This is an optimization exercise on Yosys and OpenROAD, whose aim is small area, a short achievable clock period and few clock cycles per item, not a production implementation. Where RTL was checked, it was by simulation tests only, not by an equivalence proof against the original. For run 1, only the layout was checked, not whether the RTL still works.

## design.v

```verilog
module dither_stream (
    input  wire        clk,
    input  wire        rst,
    input  wire        start,
    input  wire        mode,
    input  wire [6:0]  width,
    input  wire [15:0] height,
    output reg         busy,
    input  wire        in_valid,
    output wire        in_ready,
    input  wire [7:0]  in_r,
    input  wire [7:0]  in_g,
    input  wire [7:0]  in_b,
    input  wire [7:0]  in_a,
    output reg         out_valid,
    input  wire        out_ready,
    output wire [7:0]  out_r,
    output wire [7:0]  out_g,
    output wire [7:0]  out_b,
    output wire [7:0]  out_a
);
    reg        mode_r;
    reg [6:0]  w_r;
    reg        w_is1, w_is2, w_ge3;
    reg        sg30, sg16, sg8, sg4, sg2, sg1;    
    wire [6:0] wm1 = w_r - 7'd1;
    wire [6:0] wm2 = w_r - 7'd2;
    wire [6:0] dl  = (w_r >= 7'd3) ? w_r - 7'd3 : 7'd0;
    wire       dl30 = (dl >= 7'd30);
    wire [6:0] dlr = dl30 ? dl - 7'd30 : dl;
    always @(posedge clk) begin
        if (!busy) begin
            mode_r <= mode;
            w_r    <= width;
        end
        w_is1 <= (w_r == 7'd1);
        w_is2 <= (w_r == 7'd2);
        w_ge3 <= (w_r >= 7'd3);
        sg30  <= dl30;
        sg16  <= dlr[4];
        sg8   <= dlr[3];
        sg4   <= dlr[2];
        sg2   <= dlr[1];
        sg1   <= dlr[0];
    end
    reg        in_ready_r;
    reg        in_done;
    reg        ir_v;        
    reg        p_v;         
    reg [2:0]  na;          
    reg [2:0]  nq;          
    assign in_ready = in_ready_r;
    wire take  = in_valid && in_ready_r;
    wire pop   = out_valid && out_ready;
    wire start_ok = !busy && start;
    reg [6:0]  px;
    reg [15:0] rows;        
    reg [1:0]  rsat;        
    wire px_last  = (px == wm1);
    wire row_last = (rows == 16'd1);
    wire is_last   = px_last && row_last;
    wire is_penult = w_is1 ? (rows == 16'd2) : ((px == wm2) && row_last);
    wire take_last = ir_v ? is_penult : is_last;
    wire last_pop = pop && in_done && (na == 3'd1);
    wire busy_n   = start_ok ? 1'b1 : (busy && !last_pop);
    wire done_n   = start_ok ? 1'b0 : (in_done || (take && take_last));
    wire [2:0] na_n = na + {2'b0, take} - {2'b0, pop};
    always @(posedge clk) begin
        if (rst) begin
            busy       <= 1'b0;
            in_ready_r <= 1'b0;
            in_done    <= 1'b0;
            ir_v       <= 1'b0;
            p_v        <= 1'b0;
            na         <= 3'd0;
        end else begin
            busy       <= busy_n;
            in_done    <= done_n;
            in_ready_r <= busy_n && !done_n && (na_n <= 3'd3);
            ir_v       <= take;
            p_v        <= ir_v;
            na         <= na_n;
        end
    end
    always @(posedge clk) begin
        if (!busy) begin
            px   <= 7'd0;
            rows <= height;
            rsat <= 2'd0;
        end else if (ir_v) begin
            if (px_last) begin
                px   <= 7'd0;
                rows <= rows - 16'd1;
                if (!rsat[1]) rsat <= rsat + 2'd1;
            end else begin
                px <= px + 7'd1;
            end
        end
    end
    reg [7:0] ir_r, ir_g, ir_b;
    always @(posedge clk) begin
        ir_r <= in_r;
        ir_g <= in_g;
        ir_b <= in_b;
    end
    reg signed [8:0] h1;
    reg        [7:0] h2;
    wire [7:0] pos0 = p_v ? h1[7:0] : h2;
    reg [7:0] r1a, r2a;
    reg [5:0] r1b, r3a;
    function [10:0] enc;
        input       fs;
        input [7:0] a;
        input [5:0] b;
        reg a16, b16;
        begin
            a16 = (a[5:0] == 6'b010000);
            b16 = (b == 6'b010000);
            if (fs)
                enc = {3'b000, a};
            else if (!a16 && !b16)
                enc = {1'b0, a[4:0], b[4:0]};
            else if (a16)
                enc = {2'b10, 3'b000, b};
            else
                enc = {2'b11, 4'b0000, a[4:0]};
        end
    endfunction
    wire [10:0] head = enc(mode_r, pos0, r3a);
    reg [10:0] s30 [0:29];
    reg [10:0] s16 [0:15];
    reg [10:0] s8  [0:7];
    reg [10:0] s4  [0:3];
    reg [10:0] s2  [0:1];
    reg [10:0] s1;
    wire [10:0] y30 = sg30 ? s30[29] : head;
    wire [10:0] y16 = sg16 ? s16[15] : y30;
    wire [10:0] y8  = sg8  ? s8[7]   : y16;
    wire [10:0] y4  = sg4  ? s4[3]   : y8;
    wire [10:0] y2  = sg2  ? s2[1]   : y4;
    wire [10:0] lo  = sg1  ? s1      : y2;
    integer i;
    always @(posedge clk) begin
        if (ir_v) begin
            s30[0] <= head;
            for (i = 1; i < 30; i = i + 1) s30[i] <= s30[i-1];
            s16[0] <= y30;
            for (i = 1; i < 16; i = i + 1) s16[i] <= s16[i-1];
            s8[0] <= y16;
            for (i = 1; i < 8; i = i + 1) s8[i] <= s8[i-1];
            s4[0] <= y8;
            for (i = 1; i < 4; i = i + 1) s4[i] <= s4[i-1];
            s2[0] <= y4;
            s2[1] <= s2[0];
            s1 <= y2;
        end
    end
    wire [5:0] lo_a6 = lo[10] ? (lo[9] ? {lo[4], lo[4:0]} : 6'b010000)
                              : {lo[9], lo[9:5]};
    wire [5:0] lo_b6 = lo[10] ? (lo[9] ? 6'b010000 : lo[5:0])
                              : {lo[4], lo[4:0]};
    wire [7:0] lo_a  = mode_r ? lo[7:0] : {{2{lo_a6[5]}}, lo_a6};
    always @(posedge clk) begin
        if (ir_v) begin
            r1a <= lo_a;
            r1b <= lo_b6;
            r2a <= r1a;
            r3a <= r2a[5:0];
        end
    end
    wire has_up  = (rsat != 2'd0);
    wire has_up2 = rsat[1];
    wire has_l1  = (px != 7'd0);
    wire has_l2  = (px[6:1] != 6'd0);
    wire has_r1  = !px_last;
    wire [7:0] c_upr = lo_a;
    wire [7:0] c_up  = w_is2 ? lo_a : r1a;
    wire [7:0] c_upl = w_is2 ? r1a  : r2a;
    wire [5:0] c_up2 = w_is1 ? pos0[5:0] : (w_is2 ? r2a[5:0] : r1b);
    wire [7:0] c_l2  = pos0;
    wire m_upl = has_up && has_l1;
    wire m_up  = has_up && !w_is1;
    wire m_upr = has_up && has_r1 && w_ge3;
    function signed [8:0] val;
        input       fs;
        input [7:0] c;
        begin
            if (fs) val = {c[7] & (c[6:0] != 7'd0), c};
            else    val = {c[7], c};
        end
    endfunction
    wire signed [8:0] e_upl = m_upl ? val(mode_r, c_upl) : 9'sd0;
    wire signed [8:0] e_up  = m_up  ? val(mode_r, c_up)  : 9'sd0;
    wire signed [8:0] e_upr = m_upr ? val(mode_r, c_upr) : 9'sd0;
    function [7:0] fs_add;
        input [7:0]        old;
        input signed [8:0] err;
        input [3:0]        num;
        reg signed [15:0]  t;
        reg signed [15:0]  q;
        begin
            t = $signed({8'd0, old}) * 16 + err * $signed({1'b0, num});
            if (t < 0)
                q = -((-t) / 16);
            else
                q = t / 16;
            fs_add = q[7:0];
        end
    endfunction
    function [7:0] fs_cell;
        input [7:0]        c;
        input signed [8:0] e_upl, e_up, e_upr;
        reg [7:0] v;
        begin
            v = fs_add(c, e_upl, 4'd1);
            v = fs_add(v, e_up,  4'd5);
            v = fs_add(v, e_upr, 4'd3);
            fs_cell = v;
        end
    endfunction
    wire [7:0] atk_t = (m_upl ? c_upl : 8'd0) + (m_up ? c_up : 8'd0) + (m_upr ? c_upr : 8'd0)
                     + (has_up2 ? {{2{c_up2[5]}}, c_up2} : 8'd0) + (has_l2 ? c_l2 : 8'd0);
    wire [7:0] pv_r = mode_r ? fs_cell(ir_r, e_upl, e_up, e_upr) : ir_r + atk_t;
    wire [7:0] pv_g = mode_r ? fs_cell(ir_g, e_upl, e_up, e_upr) : ir_g + atk_t;
    wire [7:0] pv_b = mode_r ? fs_cell(ir_b, e_upl, e_up, e_upr) : ir_b + atk_t;
    wire [1:0] pk_n = has_l1 ? 2'd3 : (has_up && w_is1) ? 2'd2 : (has_up && w_is2) ? 2'd1 : 2'd0;
    reg [7:0] v_r, v_g, v_b;
    reg [1:0] pk;
    always @(posedge clk) begin
        v_r <= pv_r;
        v_g <= pv_g;
        v_b <= pv_b;
        pk  <= pk_n;
    end
    wire signed [12:0] fe   = h1;
    wire signed [12:0] fe3  = (fe <<< 1) + fe;
    wire signed [12:0] fe5  = (fe <<< 2) + fe;
    wire signed [12:0] fe7  = (fe <<< 3) - fe;
    wire signed [12:0] prod = (pk == 2'd3) ? fe7 : (pk == 2'd2) ? fe5 : (pk == 2'd1) ? fe3 : 13'sd0;
    wire signed [8:0]  d_fs = prod[12:4];
    wire signed [8:0]  d    = mode_r ? d_fs : ((pk != 2'd0) ? h1 : 9'sd0);
    wire               cen  = mode_r && (pk != 2'd0) && (h1[3:0] != 4'd0);
    function [7:0] fcell;
        input [7:0]        v;
        input signed [8:0] dd;
        input              ce;
        reg signed [9:0]   s;
        begin
            s = $signed({2'b00, v}) + dd;
            fcell = s[7:0] + {7'd0, ce & s[9]};
        end
    endfunction
    wire [7:0] c_r = fcell(v_r, d, cen);
    wire [7:0] c_g = fcell(v_g, d, cen);
    wire [7:0] c_b = fcell(v_b, d, cen);
    wire [17:0] xr = {10'd0, c_r};
    wire [17:0] xg = {10'd0, c_g};
    wire [17:0] xb = {10'd0, c_b};
    wire [26:0] lsum =
          {9'd0, xr} - (xr << 2) - (xr << 4) + (xr << 6) + (xr << 9) - (xr << 12) + (xr << 14) + (xr << 16)
        - (xg << 1) - (xg << 3) + (xg << 5) + (xg << 8) - (xg << 11) - (xg << 13) + (xg << 15) + (xg << 17)
        - (xb << 2) - (xb << 6) + (xb << 8) + (xb << 10) - (xb << 12) + (xb << 15)
        + 27'd131330;
    wire [7:0] gray = lsum[25:18];
    wire       q_hi = (gray > 8'd128);
    wire signed [8:0] diff = $signed({1'b0, gray}) - (q_hi ? 9'sd255 : 9'sd0);
    wire signed [8:0] e_n  = mode_r ? diff : (diff >>> 3);
    always @(posedge clk) begin
        if (p_v) begin
            h1 <= e_n;
            h2 <= h1[7:0];
        end
    end
    reg [7:0] qa [0:3];
    reg [3:0] qk;
    wire [2:0] nq_n = nq + {2'b0, p_v} - {2'b0, pop};
    always @(posedge clk) begin
        for (i = 0; i < 4; i = i + 1) begin
            if (take && (pop ? (na == i + 1) : (na == i)))
                qa[i] <= in_a;
            else if (pop)
                qa[i] <= (i < 3) ? qa[(i + 1) % 4] : qa[i];
            if (p_v && (pop ? (nq == i + 1) : (nq == i)))
                qk[i] <= q_hi;
            else if (pop)
                qk[i] <= (i < 3) ? qk[(i + 1) % 4] : qk[i];
        end
    end
    always @(posedge clk) begin
        if (rst) begin
            nq        <= 3'd0;
            out_valid <= 1'b0;
        end else begin
            nq        <= nq_n;
            out_valid <= (nq_n != 3'd0);
        end
    end
    assign out_r = 8'd0;
    assign out_g = qk[0] ? 8'd0 : 8'd255;
    assign out_b = qk[0] ? 8'd0 : 8'd156;
    assign out_a = qa[0];
endmodule
```

## run.sh

```bash
#!/bin/bash
# synth_recipe.tcl (not shown) runs the flow's synth.tcl, then flattens the netlist and writes it again
# the make line also repeats each setting of config.mk as NAME=value (left out here)
make -C /OpenROAD-flow-scripts/flow DESIGN_CONFIG=/design/flow/config.mk WORK_HOME=/design/flow/orfs CLKGATE_MAP_FILE= SYNTH_SCRIPT=/design/flow/synth_recipe.tcl finish
```

## config.mk

```make
export PLATFORM = sky130hd
export DESIGN_NAME = dither_stream
export DESIGN_NICKNAME = dither_stream
export VERILOG_FILES = /design/flow/design.v
export SDC_FILE = /design/flow/constraint.sdc
export NUM_CORES = 4
export LEC_CHECK = 0
export CAP_MARGIN = 20
export CORE_MARGIN = 2
export CORE_UTILIZATION = 40
export SLEW_MARGIN = 20
```

## constraint.sdc

```tcl
create_clock -name core_clock -period 32.0 [get_ports {clk}]
set_input_delay 6.4000 -clock core_clock [delete_from_list [all_inputs] [get_ports {clk}]]
set_output_delay 6.4000 -clock core_clock [all_outputs]
set_load 0.01 [all_outputs]
```

==> run_results.csv, run 1 <==
group,metric,value,unit
status,outcome,"no timing/DRC/antenna violations",
sta,skew,0.0723,ns
route,drtIter0Drc,1942,
min_path,hold_path_depth,0,
setup_path,crit_arrival,16.36,ns
min_path,worstHoldPathType,"reg -> reg",
cells_and_area,drive_gt1_frac,0.0727,
clock_tree,root_buffer,"clkbuf_16",
sta,drv_slew,0,
die,die-height,351,µm
setup_path,cp.required,32.47,ns
sta,max_freq,62.9,MHz
setup_path,slowest_delay,0.67,ns
clock_tree,cts_setup_buffers,0,
setup_path,r2r_cells,62,
clock_tree,cts.sink_count,856,
place,dp_hpwl,72900,µm
clock_tree,cts_buffer_depth,3,
yosys,synth_area_per_cell,12.5,µm²
setup_path,criticalPathCategory,"reg -> reg",
die,boundaryPins,96,
clock_tree,cts_resized,0,
clock_tree,cts-buffers-inserted,88,
grt,grt_pass1_wl,156000,µm
sta,post-route-period-util,0.497,
yosys,ys_types,97,
yosys,yosysSeqAreaShare,0.514,
yosys,async_flop_share,0,
clock_tree,postCtsHoldBufs,0,
die,die_w,351,µm
grt,grt_usage,0.162,
yosys,synth_top_area_share,0.478,
clock_tree,clk_pin_slew,0.06,ns
cells_and_area,synthToLayoutAreaGrowth,11.4,%
setup_path,path_max_fanout,12,
sta,rsz0062_at_grt,"no",
cells_and_area,antennaDiodeCount,0,
yosys,syn_inst,3870,
place,portBuffers,83,
grt,antenna_found_initial,3,
grt,grt_pass1_vias,27746,
route,vias_per_cell,4.97,
sta,tightest_slew,1.08,ns
sta,finalHoldViolCount,0,
setup_path,cp_slowest_cell,"xor2_1",
cells_and_area,layout.nets,4671,
die,coreArea,120000,µm²
route,avgRoutedWirePerCell,17.5,µm
grt,grt_overflow,0,
die,die_area,124000,µm²
cells_and_area,layout_commonest_cell,"edfxtp_1",
route,first_pass_iters,5,
cells_and_area,n_fill_cell,10958,
sta,fin_crit,15.89,ns
cells_and_area,stdcell_area,53800,µm²
setup_path,critPathCaptureType,"flop",
cells_and_area,register_area,24800,µm²
yosys,syn_area,48300,µm²
sta,finalSetupViolCount,0,
route,drcViolationCount,0,
route,antenna_left,0,
grt,grt_max_degree,91,
yosys,synth_edf_count,768,
setup_path,critPathMostFrequentCell,"nor2_1",
clock_tree,cts_tree,"done",
run,cap_violations,0,
die,start_util,0.403,
cells_and_area,mostFrequentLayoutCells,"edfxtp_1, ha_1, inv_1, nor2_1, xnor2_1",
yosys,synth_area_leaders,"edfxtp_1, ha_1, fa_1",
cells_and_area,utilization,0.449,
sta,slew_headroom,0.281,
route,routed_wl,99400,µm
yosys,synth_ff_type,"edfxtp_1",
yosys,ys_warn_count,7,
cells_and_area,multi_input_area,21400,µm²
die,fp-row-count,127,
route,vias,28281,
yosys,synth-seq-cells,856,
yosys,synth_area_leader_cell,"edfxtp_1",
place,place_area,51000,µm²
sta,timing.setup.tns,0,ns
clock_tree,h-tree-depth,3,
clock_tree,clk_latency,0.69,ns
setup_path,crit_path_start_kind,"flop",
place,gp_congestion,0.874,
[critical path: cells and delay by family, from the launching register on]
family	cells	cell delay [ns]
xor gates and xnor gates	2	0.86
adders and majority gates	14	5.46
AOI/OAI and AO/OA	24	5.24
buffers and inverters	8	1.58
DFF	1	0.60
and+or+nand+nor	14	1.99
[flip-flops by register name (all words and copies together), names as in the netlist, 9 cells and up]
register  cells
s1           11
h1            9
s2           22
s16         176
qa           32
rows         16
s30         330
s4           44
s8           88
[synth_stat cells, types with 53 or more instances]
library cell  number
edfxtp_1         768
ha_1             426
inv_1            416
nor2_1           257
xnor2_1          236
nand2_1          187
fa_1             181
a21oi_1          171
xor2_1           137
o21ai_0          109
dfxtp_1           88
mux2_2            70
a21o_1            63
clkbuf_1          55
nor3_1            55
o21bai_1          53
[final timing paths]
check / startpoint / endpoint / slack, ns
max reg2reg: h1[3]$_DFFE_PP_ / h1[6]$_DFFE_PP_ / 16.11
min: s16[2][8]$_DFFE_PP_ / s16[3][8]$_DFFE_PP_ / 0.40
min reg2reg: s16[2][8]$_DFFE_PP_ / s16[3][8]$_DFFE_PP_ / 0.40
max: h1[3]$_DFFE_PP_ / h1[6]$_DFFE_PP_ / 16.11
[cell families after synthesis]
logic type | after synthesis | synth area share
AO/OA/AOI/OAI | 618 | 0.0855
XOR/XNOR | 377 | 0.0692
adder cells (fa/ha/maj) | 608 | 0.186
buffers and inverters | 518 | 0.0426
flip-flops | 856 | 0.514
multiplexers | 114 | 0.0257
other | 1 | 0.0000777
AND/OR/NAND/NOR | 778 | 0.0771
[metal layers]
layer / vias to the layer above / part of all wire / GRT usage / wire length, µm
met5: - / 0.00011 / 0 / 11
met4: 2 / 0.023 / 0.0460 / 2270
met3: 130 / 0.043 / 0.0248 / 4320
met2: 528 / 0.44 / 0.251 / 44100
met1: 13719 / 0.49 / 0.237 / 48700
li1: 13902 / - / - / -
[cell type report]
type,instances,share of cell area
repair buffers,130,0.0227
clock buffers,118,0.0438
inverters,420,0.0293
multi-input cells,2507,0.399
well taps,1612,0.0375
clock inverters,42,0.00670
flip-flops and latches,856,0.461
[per-stage QoR]
| stage | worst slack [ns] | hold slack (ns) | instances |
|---|---|---|---|
| after CTS | 16.06 | 0.398 | 5683 |
| after global routing | 14.51 | 0.406 | 5685 |
| final | 16.11 | 0.400 | 5685 |
| after floorplan | 14.74 | 0.400 | 3881 |
| after detailed placement | 16.08 | 0.405 | 5523 |
| after global placement | 16.51 | 0.400 | 5523 |
==> run 2, diff against run 1 <==
--- a/design.v
+++ b/design.v
@@ -191,39 +191,43 @@
     endfunction
-    wire signed [8:0] e_upl = m_upl ? val(mode_r, c_upl) : 9'sd0;
-    wire signed [8:0] e_up  = m_up  ? val(mode_r, c_up)  : 9'sd0;
-    wire signed [8:0] e_upr = m_upr ? val(mode_r, c_upr) : 9'sd0;
-    function [7:0] fs_add;
-        input [7:0]        old;
-        input signed [8:0] err;
-        input [3:0]        num;
-        reg signed [15:0]  t;
-        reg signed [15:0]  q;
+    wire signed [8:0] e_upl = val(mode_r, c_upl);
+    wire signed [8:0] e_up  = val(mode_r, c_up);
+    wire signed [8:0] e_upr = val(mode_r, c_upr);
+    wire signed [10:0] p5 = (e_up <<< 2) + e_up;
+    wire signed [10:0] p3 = (e_upr <<< 1) + e_upr;
+    wire [6:0] a1 = (m_upl ? c_upl[6:0] : 7'd0) + (has_up2 ? {c_up2[5], c_up2} : 7'd0);
+    wire [6:0] a2 = (m_up  ? c_up[6:0]  : 7'd0) + (has_l2 ? c_l2[6:0] : 7'd0);
+    wire [6:0] a3 = (m_upr ? c_upr[6:0] : 7'd0);
+    wire [6:0] q1 = mode_r ? (m_upl ? {{2{e_upl[8]}}, e_upl[8:4]} : 7'd0) : a1;
+    wire [6:0] q2 = mode_r ? (m_up  ? p5[10:4] : 7'd0) : a2;
+    wire [6:0] q3 = mode_r ? (m_upr ? p3[10:4] : 7'd0) : a3;
+    wire k1 = mode_r && m_upl && (e_upl[3:0] != 4'd0);
+    wire k2 = mode_r && m_up  && (e_up[3:0]  != 4'd0);
+    wire k3 = mode_r && m_upr && (e_upr[3:0] != 4'd0);
+    function [7:0] pchain;
+        input [7:0] c;
+        input [6:0] q1, q2, q3;
+        input       k1, k2, k3;
+        reg [9:0] s1, s2, s3;
+        reg       i1, i2, i3, z1, z2;
         begin
-            t = $signed({8'd0, old}) * 16 + err * $signed({1'b0, num});
-            if (t < 0)
-                q = -((-t) / 16);
-            else
-                q = t / 16;
-            fs_add = q[7:0];
+            s1 = {2'b00, c} + {{3{q1[6]}}, q1};
+            i1 = s1[9] & k1;
+            z1 = i1 & (s1[7:0] == 8'hff);
+            s2 = {2'b00, s1[7:0]} + {{3{q2[6]}}, q2} + {9'd0, i1};
+            i2 = (z1 ? q2[6] : s2[9]) & k2;
+            z2 = i2 & (s2[7:0] == 8'hff);
+            s3 = {2'b00, s2[7:0]} + {{3{q3[6]}}, q3} + {9'd0, i2};
+            i3 = (z2 ? q3[6] : s3[9]) & k3;
+            pchain = s3[7:0] + {7'd0, i3};
         end
     endfunction
-    function [7:0] fs_cell;
-        input [7:0]        c;
-        input signed [8:0] e_upl, e_up, e_upr;
-        reg [7:0] v;
-        begin
-            v = fs_add(c, e_upl, 4'd1);
-            v = fs_add(v, e_up,  4'd5);
-            v = fs_add(v, e_upr, 4'd3);
-            fs_cell = v;
-        end
-    endfunction
-    wire [7:0] atk_t = (m_upl ? c_upl : 8'd0) + (m_up ? c_up : 8'd0) + (m_upr ? c_upr : 8'd0)
-                     + (has_up2 ? {{2{c_up2[5]}}, c_up2} : 8'd0) + (has_l2 ? c_l2 : 8'd0);
-    wire [7:0] pv_r = mode_r ? fs_cell(ir_r, e_upl, e_up, e_upr) : ir_r + atk_t;
-    wire [7:0] pv_g = mode_r ? fs_cell(ir_g, e_upl, e_up, e_upr) : ir_g + atk_t;
-    wire [7:0] pv_b = mode_r ? fs_cell(ir_b, e_upl, e_up, e_upr) : ir_b + atk_t;
-    wire [1:0] pk_n = has_l1 ? 2'd3 : (has_up && w_is1) ? 2'd2 : (has_up && w_is2) ? 2'd1 : 2'd0;
+    wire [7:0] pv_r = pchain(ir_r, q1, q2, q3, k1, k2, k3);
+    wire [7:0] pv_g = pchain(ir_g, q1, q2, q3, k1, k2, k3);
+    wire [7:0] pv_b = pchain(ir_b, q1, q2, q3, k1, k2, k3);
+    wire f_l  = has_l1;
+    wire f_u1 = !has_l1 && has_up && w_is1;
+    wire f_u2 = !has_l1 && has_up && w_is2;
+    wire f_on = f_l || f_u1 || f_u2;
     reg [7:0] v_r, v_g, v_b;
-    reg [1:0] pk;
+    reg       fx1, fx2, fx3, fx4, fy, fyn, fc;
     always @(posedge clk) begin
@@ -232,30 +236,26 @@
         v_b <= pv_b;
-        pk  <= pk_n;
+        fx1 <= mode_r && f_u2;            
+        fx2 <= mode_r && f_u1;            
+        fx3 <= mode_r && f_l;             
+        fx4 <= !mode_r && f_on;           
+        fy  <= mode_r && (f_u1 || f_u2);  
+        fyn <= mode_r && f_l;             
+        fc  <= mode_r && f_on;
     end
-    wire signed [12:0] fe   = h1;
-    wire signed [12:0] fe3  = (fe <<< 1) + fe;
-    wire signed [12:0] fe5  = (fe <<< 2) + fe;
-    wire signed [12:0] fe7  = (fe <<< 3) - fe;
-    wire signed [12:0] prod = (pk == 2'd3) ? fe7 : (pk == 2'd2) ? fe5 : (pk == 2'd1) ? fe3 : 13'sd0;
-    wire signed [8:0]  d_fs = prod[12:4];
-    wire signed [8:0]  d    = mode_r ? d_fs : ((pk != 2'd0) ? h1 : 9'sd0);
-    wire               cen  = mode_r && (pk != 2'd0) && (h1[3:0] != 4'd0);
-    function [7:0] fcell;
-        input [7:0]        v;
-        input signed [8:0] dd;
-        input              ce;
-        reg signed [9:0]   s;
-        begin
-            s = $signed({2'b00, v}) + dd;
-            fcell = s[7:0] + {7'd0, ce & s[9]};
-        end
-    endfunction
-    wire [7:0] c_r = fcell(v_r, d, cen);
-    wire [7:0] c_g = fcell(v_g, d, cen);
-    wire [7:0] c_b = fcell(v_b, d, cen);
-    wire [17:0] xr = {10'd0, c_r};
-    wire [17:0] xg = {10'd0, c_g};
-    wire [17:0] xb = {10'd0, c_b};
+    wire [13:0] fe14 = {{5{h1[8]}}, h1};
+    wire [13:0] xs = ({14{fx1}} & (fe14 << 1)) | ({14{fx2}} & (fe14 << 2))
+                   | ({14{fx3}} & (fe14 << 3)) | ({14{fx4}} & (fe14 << 4));
+    wire [13:0] ys = ({14{fy}} & fe14) | ({14{fyn}} & ~fe14);
+    wire        fcor = fc && (h1[3:0] != 4'd0);
+    wire [13:0] t_r = {2'b00, v_r, 4'b0000} + xs + ys + {13'd0, fyn};
+    wire [13:0] t_g = {2'b00, v_g, 4'b0000} + xs + ys + {13'd0, fyn};
+    wire [13:0] t_b = {2'b00, v_b, 4'b0000} + xs + ys + {13'd0, fyn};
+    wire [7:0]  c_r = t_r[11:4] + {7'd0, t_r[13] & fcor};
+    wire [7:0]  c_g = t_g[11:4] + {7'd0, t_g[13] & fcor};
+    wire [7:0]  c_b = t_b[11:4] + {7'd0, t_b[13] & fcor};
+    wire [26:0] xr = {19'd0, c_r};
+    wire [26:0] xg = {19'd0, c_g};
+    wire [26:0] xb = {19'd0, c_b};
     wire [26:0] lsum =
-          {9'd0, xr} - (xr << 2) - (xr << 4) + (xr << 6) + (xr << 9) - (xr << 12) + (xr << 14) + (xr << 16)
+          xr - (xr << 2) - (xr << 4) + (xr << 6) + (xr << 9) - (xr << 12) + (xr << 14) + (xr << 16)
         - (xg << 1) - (xg << 3) + (xg << 5) + (xg << 8) - (xg << 11) - (xg << 13) + (xg << 15) + (xg << 17)
@@ -264,3 +264,3 @@
     wire [7:0] gray = lsum[25:18];
-    wire       q_hi = (gray > 8'd128);
+    wire       q_hi = gray[7] && (gray[6:0] != 7'd0);
     wire signed [8:0] diff = $signed({1'b0, gray}) - (q_hi ? 9'sd255 : 9'sd0);
==> run_results.csv, run 2 <==
group,metric,value,unit
status,outcome,"no timing/DRC/antenna violations",
setup_path,slowest_delay,0.71,ns
yosys,synth_common_cells,"edfxtp_1, inv_1, ha_1, fa_1, nor2_1",
route,avgRoutedWirePerCell,17.2,µm
sta,timing.setup.tns,0,ns
grt,grt_pass1_wl,130000,µm
setup_path,criticalPathCategory,"reg -> reg",
yosys,synth_area_per_cell,13.7,µm²
clock_tree,cts_setup_buffers,0,
sta,post-route-period-util,0.488,
cells_and_area,final_cells,4750,
setup_path,path_max_fanout,9,
die,start_util,0.402,
sta,tightest_slew,1.17,ns
clock_tree,h-tree-depth,3,
route,antenna_left,0,
setup_path,critPathCaptureType,"flop",
clock_tree,root_buffer,"clkbuf_16",
yosys,synth_area_leaders,"edfxtp_1, ha_1, fa_1",
route,first_pass_iters,5,
sta,skew,0.0595,ns
clock_tree,clk_latency,0.65,ns
sta,max_freq,64.0,MHz
grt,antenna_found_initial,2,
grt,grt_usage,0.148,
yosys,yosysMostFrequentCell,"edfxtp_1",
cells_and_area,mostFrequentLayoutCells,"edfxtp_1, inv_1, ha_1, fa_1, nor2_1",
min_path,worstHoldPathType,"reg -> reg",
route,drtIter0Drc,1563,
sta,slew_headroom,0.219,
yosys,syn_area,43000,µm²
cells_and_area,layout.nets,3813,
grt,grt_pass1_vias,23045,
sta,fin_crit,15.63,ns
place,dp.cells,4591,
yosys,synth_edf_count,768,
die,coreArea,107000,µm²
sta,rsz0062_at_grt,"no",
sta,hold_ws,0.361,ns
grt,grt_overflow,0,
die,fp-row-count,120,
run,cap_violations,0,
cells_and_area,largest_registers,"s30: 330 flops, s16: 176 flops, s8: 88 flops",
setup_path,critPathMostFrequentCell,"fa_1",
yosys,yosysSeqAreaShare,0.579,
cells_and_area,utilization,0.451,
setup_path,crit_buf_inv,7,
yosys,synth_ff_type,"edfxtp_1",
route,vias,23274,
cells_and_area,largest_reg_flops,330,
sta,finalSetupViolCount,0,
cells_and_area,n_fill_cell,9645,
setup_path,cp.required,32.45,ns
setup_path,critical_path.top_delay_family,"adder cells",
clock_tree,cts-buffers-inserted,86,
cells_and_area,register_area,24900,µm²
clock_tree,cts_resized,0,
die,die_w,332,µm
yosys,ys_types,96,
setup_path,crit_arrival,16.08,ns
sta,finalWorstSetupSlack,16.37,ns
yosys,synth-seq-cells,860,
cells_and_area,synthToLayoutAreaGrowth,12.2,%
die,die-height,332,µm
grt,grt_max_degree,215,
clock_tree,cts.sink_count,860,
yosys,synth_top_area_share,0.536,
cells_and_area,multi_input_area,16100,µm²
clock_tree,postCtsHoldBufs,0,
die,die_area,110000,µm²
sta,drv_slew,0,
yosys,ys_warn_count,7,
place,dpl_worst_slack,16.40,ns
cells_and_area,top_register,"s30",
setup_path,crit_path_start_kind,"flop",
clock_tree,cts_buffer_depth,3,
clock_tree,cts_tree,"done",
yosys,async_flop_share,0,
cells_and_area,layout_commonest_cell,"edfxtp_1",
cells_and_area,drive_gt1_frac,0.0807,
setup_path,cp_slowest_cell,"nor3_1",
place,dp_hpwl,59000,µm
yosys,syn_inst,3148,
clock_tree,clk_pin_slew,0.06,ns
route,vias_per_cell,4.90,
die,boundaryPins,96,
place,portBuffers,83,
yosys,synth_area_leader_cell,"edfxtp_1",
cells_and_area,antennaDiodeCount,0,
sta,finalHoldViolCount,0,
route,drcViolationCount,0,
route,routed_wl,81900,µm
place,gp_congestion,0.862,
## run 2: cell families after synthesis
family / synth area share
compound gates: 0.0762
xor+xnor: 0.0432
fa+ha+maj: 0.170
buf+inv: 0.0465
flops: 0.579
mux: 0.0236
other cells: 0.0000872
simple gates: 0.0615
## run 2: path summary, 6_finish.rpt
path | from | endpoint | slack, ns | depth (start not counted)
min | s16[4][9]$_DFFE_PP_ | s16[5][9]$_DFFE_PP_ | 0.36 | 0
max reg2reg | h1[4]$_DFFE_PP_ | h1[7]$_DFFE_PP_ | 16.37 | 56
max | h1[4]$_DFFE_PP_ | h1[7]$_DFFE_PP_ | 16.37 | 56
min reg2reg | s16[4][9]$_DFFE_PP_ | s16[5][9]$_DFFE_PP_ | 0.36 | 0
## run 2: cell type report
cell class                      count  area share
Inverter                          410      0.0319
Clock buffer                      105      0.0467
Multi-Input combinational cell   1801       0.334
Clock inverter                     53      0.0114
Tap cell                         1403      0.0364
Sequential cell                   860       0.516
Timing Repair Buffer              118      0.0230
## run 2: metrics by stage
step	instance area [µm²]
2_1_floorplan	43000
3_3_place_gp	45400
3_5_place_dp	45400
4_1_cts	48200
5_1_grt	48300
6_report	48300
## run 2: routing by layer
layer | wire length, µm | track usage | up-vias
li1 | - | - | 11357
met1 | 40500 | 0.218 | 11401
met2 | 36800 | 0.230 | 419
met3 | 3190 | 0.0231 | 97
met4 | 1390 | 0.0343 | 0
met5 | 0 | 0 | -
## run 2: worst register-to-register path: cells and delay by family, from the launching register on
family | cells | cell delay [ns]
xor+xnor | 1 | 0.70
compound gates | 20 | 4.87
buf+inv | 7 | 0.85
flops | 1 | 0.51
mux | 2 | 0.62
simple gates | 12 | 2.60
fa+ha+maj | 14 | 5.32
Testbench counts of run 2, summed over its fixed seeds: cycles 32,896, pixels 32,768.

-- static timing again, ports no longer ideal --
Ports are ideal in the flow. The routed layouts listed here were re-timed in OpenROAD. Step 1, drivers: a clkbuf_16 drives clk and a buf_2 each remaining input, both assumed. Step 2 adds t to the input delays and takes it off the output delays; t is the mean of the earliest and latest rising clock arrival at the registers after step 1. Input paths then give back, and output paths get back, about the clock's delay inside the block. Slacks: ideal / step 1 / step 2; pairs: ideal / step 1.
| run | shift t [ns] | setup slack, ns | slew at the worst register clock pin (ns) | pins driven straight from the clock port |
|---|---|---|---|---|
| run 1 | 0.730 | 16.109 / 16.109 / 16.109 | 0.07 / 0.07 | 1 |
| run 2 | 0.688 | 16.374 / 16.374 / 16.374 | 0.07 / 0.07 | 1 |
After both steps setup and hold are still met in every run listed.
